This design comes from an exercise in tuning for small area, a short achievable clock period and few clock cycles on the open sky130 flow, not from production work.
The RTL was checked by simulation tests, not by an equivalence proof against the original design.
No activity file was given, so power comes from the tool's default toggle rates.

== run R ==
==> flow/design.v (excerpt) <==
module oob_dispatcher #(
    parameter NREG    = 8,      
    parameter PMAX    = 8,      
    parameter PKT_MAX = 2048    
) (
    input  wire        clk,
    input  wire        rst,
    input  wire        cfg_we,
    input  wire [7:0]  cfg_addr,
    input  wire [7:0]  cfg_data,
    input  wire        in_valid,
    output wire        in_ready,
    input  wire        in_tick,
    input  wire [7:0]  in_data,
    output reg         rsp_valid,
    input  wire        rsp_ready,
    output reg  [7:0]  rsp_data,
    output wire        oob_valid,
    input  wire        oob_ready,
    output wire [2:0]  oob_kind,
    output wire [2:0]  oob_reg,
    output wire [3:0]  oob_cid,
    output wire [11:0] oob_len,
    output wire [7:0]  oob_data
);
Size: about 840 flip-flops, ~72 I/O pins.
==> flow/config.mk <==
export PLATFORM = sky130hd
export DESIGN_NAME = oob_dispatcher
export DESIGN_NICKNAME = oob_dispatcher
export VERILOG_FILES = /design/flow/design.v
export SDC_FILE = /design/flow/constraint.sdc
export NUM_CORES = 4
export LEC_CHECK = 0
export CAP_MARGIN = 20
export CORE_MARGIN = 2
export CORE_UTILIZATION = 40
export PLACE_DENSITY = 0.6
export SLEW_MARGIN = 20
==> flow/constraint.sdc <==
create_clock -name core_clock -period 16.0 [get_ports {clk}]
set_input_delay 3.2000 -clock core_clock [delete_from_list [all_inputs] [get_ports {clk}]]
set_output_delay 3.2000 -clock core_clock [all_outputs]
set_load 0.01 [all_outputs]
run.sh (not shown) runs the stock make flow with config.mk's settings and CLKGATE_MAP_FILE= SYNTH_SCRIPT=/design/flow/synth_recipe.tcl, a recipe that flattens the netlist after the stock synthesis.
Testbench counts of run R, summed over its fixed seeds: cycles 86,948.
Edits applied to the flow inputs when going from run R to run D:
diff --git a/flow/design.v b/flow/design.v
--- a/flow/design.v
+++ b/flow/design.v
@@ -29,57 +29,64 @@
     localparam K_SHORT = 3'd3;
     localparam K_EVENT = 3'd4;
     localparam P_SCAN    = 2'd0;
     localparam P_HDR     = 2'd1;
     localparam P_PAYLOAD = 2'd2;
     integer r, k;
     reg [NREG*PMAX*8-1:0] pat;        
     reg [NREG-1:0]        pen;        
     reg [NREG*3-1:0]      plm;        
     reg [NREG-1:0]        pbulk;      
     reg [15:0]            timeout;
+    reg        c_we;
+    reg [7:0]  c_addr, c_data;
+    always @(posedge clk) begin
+        c_we   <= cfg_we && !rst;
+        c_addr <= cfg_addr;
+        c_data <= cfg_data;
+    end
     genvar gr, gk;
     generate
         for (gr = 0; gr < NREG; gr = gr + 1) begin : g_pr
             for (gk = 0; gk < PMAX; gk = gk + 1) begin : g_pk
                 always @(posedge clk)
-                    if (cfg_we && cfg_addr == {1'b0, gr[2:0], 1'b0, gk[2:0]})
-                        pat[(gr*PMAX + gk)*8 +: 8] <= cfg_data;
+                    if (c_we && c_addr == {1'b0, gr[2:0], 1'b0, gk[2:0]})
+                        pat[(gr*PMAX + gk)*8 +: 8] <= c_data;
             end
         end
     endgenerate
     generate
         for (gr = 0; gr < NREG; gr = gr + 1) begin : g_len
             always @(posedge clk) begin
                 if (rst) begin
                     pen[gr]   <= 1'b0;
                     pbulk[gr] <= 1'b0;
-                end else if (cfg_we && cfg_addr == {1'b0, gr[2:0], 4'b1000}) begin
-                    pen[gr]   <= (cfg_data[3:0] != 4'd0);
-                    pbulk[gr] <= cfg_data[4];
+                end else if (c_we && c_addr == {1'b0, gr[2:0], 4'b1000}) begin
+                    pen[gr]   <= (c_data[3:0] != 4'd0);
+                    pbulk[gr] <= c_data[4];
                 end
             end
             always @(posedge clk)
-                if (cfg_we && cfg_addr == {1'b0, gr[2:0], 4'b1000})
-                    plm[gr*3 +: 3] <= cfg_data[2:0] - 3'd1;
+                if (c_we && c_addr == {1'b0, gr[2:0], 4'b1000})
+                    plm[gr*3 +: 3] <= c_data[2:0] - 3'd1;
         end
     endgenerate
     always @(posedge clk) begin
         if (rst)
             timeout[7:0] <= 8'd100;
-        else if (cfg_we && cfg_addr == 8'h80)
-            timeout[7:0] <= cfg_data;
+        else if (c_we && c_addr == 8'h80)
+            timeout[7:0] <= c_data;
         if (rst)
             timeout[15:8] <= 8'd0;
-        else if (cfg_we && cfg_addr == 8'h81)
-            timeout[15:8] <= cfg_data;
+        else if (c_we && c_addr == 8'h81)
+            timeout[15:8] <= c_data;
     end
     reg        t_v, t_tick;
     reg [7:0]  t_b;
     reg        p_v, p_tick;
     reg [7:0]  p_b;
     reg        k_v, k_tick;
     reg [7:0]  k_b;
     assign in_ready = !k_v;
     wire take = in_valid && !k_v;
     wire go;                           
     wire t_free = !t_v || go;          
[summary]
Across run R and run D, the outcome is the same: a clean finish for every run.
Of run R and run D, the run reporting the higher total number of cells along the worst setup path was run R.
Run comparison: run R path type of the worst setup path input pin to flip-flop; run D path type of the worst setup path flip-flop to output pin
Diff run R -> run D | total met2 wirelength after detailed routing | decrease of 16%
In run D, share of cell area taken by flip-flops and latches is higher than in run R.
Compared with run R, run D shows a wire length that is about 19% lower.
Run D: fraction of synthesized area in multiplexers is 4.6 points lower than what run R reported.
Summary of run D over run R: share of the clock period used by the worst path decreased 3.4 points; fraction of power spent switching nets decreased 0.47 points; post-placement cell count decreased about 14%.
Density: run D denser than run R
For per-cell routed wire length, dividing the value from run D by the value from run R gives 0.935.
Diff run R -> run D: post-synth design cell area decreased 10%; number of ordinary and repair buffers in the finished layout decreased 12; flip-flop and latch count went up by 2.0%.
Testbench counts of run D, summed over its fixed seeds: cycles 86,948.

afterwards: timing with drivers on the ports:
How much do the figures lean on ideal ports? The routed layouts below were timed once more, with nothing changed but the port constraints. Step 1: set_driving_cell puts a clkbuf_16 on clk and a buf_2 on each other input, an assumption about the parent block. Step 2 also shifts input and output timing later by t, the mid clock arrival at the registers, as if the neighbouring blocks saw the same clock. Three values: ideal, step 1, step 2; two values: the first two.
| run | shift t [ns] | setup WS [ns] | worst hold slack (ns) |
|---|---|---|---|
| run R | 0.723 | 10.411 / 10.455 / 9.732 | 0.467 / 0.467 / 0.467 |
| run D | 0.715 | 10.954 / 10.891 / 10.612 | 0.468 / 0.468 / 0.468 |
After both steps setup and hold are still met in every run listed. The setup slack of run R, which loses most, moves by +0.044 ns with the drivers and by -0.679 ns with both steps.
